Source: an optimization exercise on an open RTL-to-GDS flow (aim: small area, a short achievable clock period and few clock cycles). Production flows keep margins and buffers that such runs may drop. RTL that was checked went through simulation tests only; none was proved equivalent to the original.

== north ==
==> flow/design.v <==
module udps_binstat (
    input  wire        clk,
    input  wire        rst,
    input  wire        s_valid,
    output wire        s_ready,
    input  wire [15:0] s_data,
    input  wire        s_last,
    output wire        r_valid,
    input  wire        r_ready,
    output reg  [63:0] r_min,
    output reg  [63:0] r_max,
    output wire [63:0] r_mean
);
    parameter R = 2;                      
    localparam K = 2 * R;                 
    localparam N = (54 + K - 1) / K;      
    localparam L = N * K;                 
    reg        acc_has;                   
    reg        acc_full;                  
    reg [15:0] mn, mx;
    reg [31:0] sum;
    reg [16:0] cn;                        
    reg [4:0]  zc;                        
    reg        busy;
    reg        rv;
    reg        nar;                       
    reg [16:0] rem;                       
    reg [L-1:0] y;                        
    reg [15:1] dv;                        
    reg [7:0]  d3;                        
    reg [3:0]  it;                        
    reg [1:0]  ph;                        
    reg [K-2:0] qs;                       
    reg [6:0]  eb;                        
    wire div_free = ~busy & (~rv | r_ready);
    wire load     = acc_full & div_free;
    assign s_ready = ~acc_full | div_free;
    assign r_valid = rv;
    wire s_fire = s_valid & s_ready;
    reg [16:0] lowmask;
    integer m;
    always @(*)
        for (m = 0; m < 17; m = m + 1)
            lowmask[m] = (m < zc);
    wire [17:0] cn_inc = {1'b0, cn | lowmask} + 18'd1;
    wire first  = ~acc_has;
    function [36:0] norm32(input [31:0] v);
        reg [31:0] x;
        reg [4:0]  z;
        begin
            x = v;
            z[4] = (x[31:16] == 16'd0); if (z[4]) x = x << 16;
            z[3] = (x[31:24] ==  8'd0); if (z[3]) x = x << 8;
            z[2] = (x[31:28] ==  4'd0); if (z[2]) x = x << 4;
            z[1] = (x[31:30] ==  2'd0); if (z[1]) x = x << 2;
            z[0] = ~x[31];              if (z[0]) x = x << 1;
            norm32 = {z, x};
        end
    endfunction
    function [63:0] f64_of_u16(input [15:0] v);
        reg [15:0] x;
        reg [3:0]  z;
        begin
            x = v;
            z[3] = (x[15:8]  == 8'd0); if (z[3]) x = x << 8;
            z[2] = (x[15:12] == 4'd0); if (z[2]) x = x << 4;
            z[1] = (x[15:14] == 2'd0); if (z[1]) x = x << 2;
            z[0] = ~x[15];             if (z[0]) x = x << 1;
            if (!x[15])
                f64_of_u16 = 64'd0;
            else
                f64_of_u16 = {1'b0, 11'd1038 - {7'd0, z}, x[14:0], 37'd0};
        end
    endfunction
    function [16:0] sub16(input [15:0] a, input [15:0] b);
        reg [15:0] g, p, gg, pp, gn, pn;
        reg [16:0] c;
        integer i, d;
        begin
            g = a & ~b;
            p = ~(a ^ b);
            gg = g; pp = p;
            gg[0] = g[0] | p[0];
            for (d = 1; d < 16; d = d * 2) begin
                gn = gg; pn = pp;
                for (i = d; i < 16; i = i + 1) begin
                    gn[i] = gg[i] | (pp[i] & gg[i-d]);
                    pn[i] = pp[i] & pp[i-d];
                end
                gg = gn; pp = pn;
            end
            c = {gg, 1'b1};
            sub16 = {c[16], p ^ c[15:0]};
        end
    endfunction
    wire [36:0] ns   = norm32(sum);
    wire [4:0]  zs   = ns[36:32];                       
    wire [31:0] sn   = ns[31:0];
    wire        zero = (sum == 32'd0);
    wire        fast = zero | (cn[15:0] == 16'd0);      
    wire        narw = (cn[10:1] == 10'd0);
    wire        yb  = y[L - 1 - ph];
    wire [16:0] tw  = sub16(rem[15:0], {1'b1, dv});
    wire        gw  = rem[16] | tw[16];
    wire [16:0] r_w = gw ? {tw[15:0], yb} : {rem[15:0], yb};
    wire        gend = nar | (ph == K - 1);
    wire [L-1:0] y_w = {y[L-K-1:0], qs, gw};
    function ge8(input [7:0] a, input [7:0] b);
        reg [7:0] gt, eq;
        reg gt10, eq10, gt32, eq32, gt54, eq54, gt76, eq76, gt30, eq30, gt74, eq74;
        begin
            gt = a & ~b;
            eq = ~(a ^ b);
            gt10 = gt[1] | eq[1] & gt[0];  eq10 = eq[1] & eq[0];
            gt32 = gt[3] | eq[3] & gt[2];  eq32 = eq[3] & eq[2];
            gt54 = gt[5] | eq[5] & gt[4];  eq54 = eq[5] & eq[4];
            gt76 = gt[7] | eq[7] & gt[6];  eq76 = eq[7] & eq[6];
            gt30 = gt32 | eq32 & gt10;     eq30 = eq32 & eq10;
            gt74 = gt76 | eq76 & gt54;     eq74 = eq76 & eq54;
            ge8  = gt74 | eq74 & (gt30 | eq30);
        end
    endfunction
    wire [5:0]  dn = {1'b1, dv[15:11]};
    reg [16:0]  r_n;
    reg [L-1:0] y_n;
    reg [7:0]   u, t1, t2, t3;
    reg         g1, g2, g3;
    reg [5:0]   sel;
    integer j;
    always @(*) begin
        r_n = rem;
        y_n = y;
        for (j = 0; j < R; j = j + 1) begin
            u   = r_n[16:9];
            g1  = ge8(u, {2'b00, dn});
            g2  = ge8(u, {1'b0, dn, 1'b0});
            g3  = ge8(u, d3);
            t1  = u - {2'b00, dn};
            t2  = u - {1'b0, dn, 1'b0};
            t3  = u - d3;
            sel = g3 ? t3[5:0] : g2 ? t2[5:0] : g1 ? t1[5:0] : u[5:0];
            r_n = {sel, r_n[8:0], y_n[L-1:L-2]};
            y_n = {y_n[L-3:0], g2, (g1 & ~g2) | g3};
        end
    end
    wire [L-1:0] y_s  = nar ? y_n : y_w;
    wire         q1   = y_s[K-1];
    wire [16:0]  rc   = q1 ? {1'b1, dv, 1'b0} : {2'b01, dv};
    wire         inj  = gend & (it == N - 1);
    wire [L+16:0] rcs = {{L{1'b0}}, rc} << (L - 54 + K);
    wire [L-1:0] y_d  = inj ? (y_s | rcs[L-1:0]) : y_s;
    wire         qh   = y[L-1];
    wire [51:0]  frac = qh ? y[L-2:L-53] : y[L-3:L-54];
    wire         zr   = ~(y[L-1] | y[L-2]);           
    wire [10:0]  bexp = zr ? 11'd0 : 11'd1023 + {{4{eb[6]}}, eb};
    assign r_mean = {1'b0, bexp, frac};
    always @(posedge clk) begin
        if (rst) begin
            acc_has  <= 1'b0;
            acc_full <= 1'b0;
            busy     <= 1'b0;
            rv       <= 1'b0;
        end else begin
            if (s_fire) begin
                acc_has  <= ~s_last;
                acc_full <= s_last;
            end else if (load) begin
                acc_full <= 1'b0;
            end
            if (load) begin
                busy <= ~fast;
                rv   <= fast;
            end else if (busy) begin
                if (gend && it == 4'd0) begin
                    busy <= 1'b0;
                    rv   <= 1'b1;
                end
            end else if (r_ready) begin
                rv <= 1'b0;
            end
        end
    end
    always @(posedge clk) begin
        if (s_fire) begin
            if (first || s_data < mn) mn <= s_data;
            if (first || s_data > mx) mx <= s_data;
            sum <= (first ? 32'd0 : sum) + {16'd0, s_data};
            if (first || cn_inc[17]) cn <= 17'h10000;
            else                     cn <= cn_inc[16:0];
            if (first)               zc <= 5'd16;
            else if (cn_inc[17])     zc <= zc - 5'd1;
        end
        if (busy) begin
            rem <= nar ? r_n : r_w;
            qs  <= {qs, gw};
            if (gend) begin
                y  <= y_d;
                if (inj) eb <= eb + {6'd0, q1};
                it <= it - 4'd1;
                ph <= 2'd0;
            end else begin
                ph <= ph + 2'd1;
            end
        end else if (load) begin
            it  <= N - 1;
            ph  <= 2'd0;
            if (fast) begin
                rem <= 17'd0;
                y   <= {sn, {(L-32){1'b0}}};
            end else begin
                rem <= {1'b0, sn[31:16]};
                y   <= {sn[15:0], {(L-16){1'b0}}};
            end
        end
        if (load) begin
            r_min <= f64_of_u16(mn);
            r_max <= f64_of_u16(mx);
            eb    <= (fast ? 7'd15 : 7'd14) - {2'b00, zs} + {2'b00, zc};
            nar   <= narw;
            dv    <= cn[15:1];
            d3    <= {2'b00, cn[16:11]} + {1'b0, cn[16:11], 1'b0};
        end
    end
endmodule
export LEC_CHECK = 0
export ABC_AREA = 1
export CAP_MARGIN = 20
export CORE_MARGIN = 2
export CORE_UTILIZATION = 40
export PLACE_DENSITY = 0.6
export SETUP_SLACK_MARGIN = 3.75
export SLEW_MARGIN = 20
create_clock -name core_clock -period 8.0 [get_ports {clk}]
run.sh (not shown) runs the stock make flow with config.mk's settings and CLKGATE_MAP_FILE= SYNTH_SCRIPT=/design/flow/synth_recipe.tcl, a recipe that flattens the netlist after the stock synthesis.
Testbench counts of north, summed over its fixed seeds: cycles 21,538.
Setup changes, north to west
-- flow/design.v --
<<< north, line 20
    reg [15:0] mn, mx;
    reg [31:0] sum;
    reg [16:0] cn;                        
    reg [4:0]  zc;                        
    reg        busy;
    reg        rv;
>>> west, line 20
    reg [15:0] mn, mx;
    reg [31:0] sum;
    reg [16:0] cnt;
    reg        busy;
    reg        rv;
<<< north, line 38
    assign r_valid = rv;
    wire s_fire = s_valid & s_ready;
    reg [16:0] lowmask;
    integer m;
    always @(*)
        for (m = 0; m < 17; m = m + 1)
            lowmask[m] = (m < zc);
    wire [17:0] cn_inc = {1'b0, cn | lowmask} + 18'd1;
    wire first  = ~acc_has;
    function [36:0] norm32(input [31:0] v);
>>> west, line 37
    assign r_valid = rv;
    wire s_fire = s_valid & s_ready;
    wire first  = ~acc_has;
    function [36:0] norm32(input [31:0] v);
<<< north, line 56
            z[0] = ~x[31];              if (z[0]) x = x << 1;
            norm32 = {z, x};
        end
    endfunction
>>> west, line 49
            z[0] = ~x[31];              if (z[0]) x = x << 1;
            norm32 = {z, x};
        end
    endfunction
    function [21:0] norm17(input [16:0] v);
        reg [16:0] x;
        reg [4:0]  z;
        begin
            x = v;
            z[4] = (x[16:1]  == 16'd0); if (z[4]) x = x << 16;
            z[3] = (x[16:9]  ==  8'd0); if (z[3]) x = x << 8;
            z[2] = (x[16:13] ==  4'd0); if (z[2]) x = x << 4;
            z[1] = (x[16:15] ==  2'd0); if (z[1]) x = x << 2;
            z[0] = ~x[16];              if (z[0]) x = x << 1;
            norm17 = {z, x};
        end
    endfunction
<<< north, line 95
    endfunction
    wire [36:0] ns   = norm32(sum);
    wire [4:0]  zs   = ns[36:32];                       
    wire [31:0] sn   = ns[31:0];
    wire        zero = (sum == 32'd0);
    wire        fast = zero | (cn[15:0] == 16'd0);      
    wire        narw = (cn[10:1] == 10'd0);
>>> west, line 101
    endfunction
    wire [36:0] ns   = norm32(sum);
    wire [21:0] nc   = norm17(cnt);
    wire [4:0]  zs   = ns[36:32];                       
    wire [4:0]  zc   = nc[21:17];                       
    wire [31:0] sn   = ns[31:0];
    wire [16:0] cn   = nc[16:0];
    wire        zero = ~sn[31];
    wire        fast = zero | (cn[15:0] == 16'd0);      
    wire        narw = (cn[10:1] == 10'd0);
<<< north, line 186
            if (first || s_data > mx) mx <= s_data;
            sum <= (first ? 32'd0 : sum) + {16'd0, s_data};
            if (first || cn_inc[17]) cn <= 17'h10000;
            else                     cn <= cn_inc[16:0];
            if (first)               zc <= 5'd16;
            else if (cn_inc[17])     zc <= zc - 5'd1;
        end
        if (busy) begin
>>> west, line 195
            if (first || s_data > mx) mx <= s_data;
            sum <= (first ? 32'd0 : sum) + {16'd0, s_data};
            cnt <= first ? 17'd1 : cnt + 17'd1;
        end
        if (busy) begin
==> notes.md <==
- Count of flip-flops with a built-in enable after synthesis: west lower than north
- Changes observed in west relative to north: die area increased by 970 um2 relative to the old numbers; setup slack of the most critical reg-to-reg path decreased by 0.74 ns relative to the old numbers; area growth from synthesis to final layout increased by 2.1 points relative to the old numbers.
- Against north, west reports a maximum number of pins on one net before global-route repair that is higher.
- [compare] base=north new=west: summed area of non-filler cells in the final layout higher; maximum fanout along the worst path higher.
- Against north, final routed wirelength across all metal layers in west came out worse.
- Delta (west minus north): setup slack lost 0.66 ns; number of fill cells picked up an extra about 2.7%.
For west, only the layout was checked, not whether the RTL still works.

## port drivers added, routing unchanged
The flow's constraints put no driver on any port. The routed layouts listed below were extracted and timed again, unchanged, in two steps.
Step 1 (the two cells are an assumption about what drives the block):
set clk [get_ports {clk}]
set_driving_cell -lib_cell sky130_fd_sc_hd__clkbuf_16 $clk
set_driving_cell -lib_cell sky130_fd_sc_hd__buf_2 [delete_from_list [all_inputs] $clk]
Step 2 also shifts input and output timing later by t, the mid clock arrival at the registers, as if the neighbouring blocks saw the same clock.
Three values: ideal, step 1, step 2; two values: the first two.
| run | shift t [ns] | slack for setup (ns) | hold WS [ns] | latest minus earliest clock arrival (ns) | worst slew at a driven data input, ns |
|---|---|---|---|---|---|
| north | 0.617 | 3.724 / 3.701 / 3.354 | 0.448 / 0.448 / 0.448 | 0.027 / 0.027 | 0.03 |
| west | 0.621 | 3.064 / 3.064 / 3.064 | 0.461 / 0.461 / 0.461 | 0.019 / 0.018 | 0.08 |
After both steps every run listed still meets setup and hold. For north, which loses most, drivers alone change the setup slack by -0.023 ns; drivers and shift together by -0.370 ns.
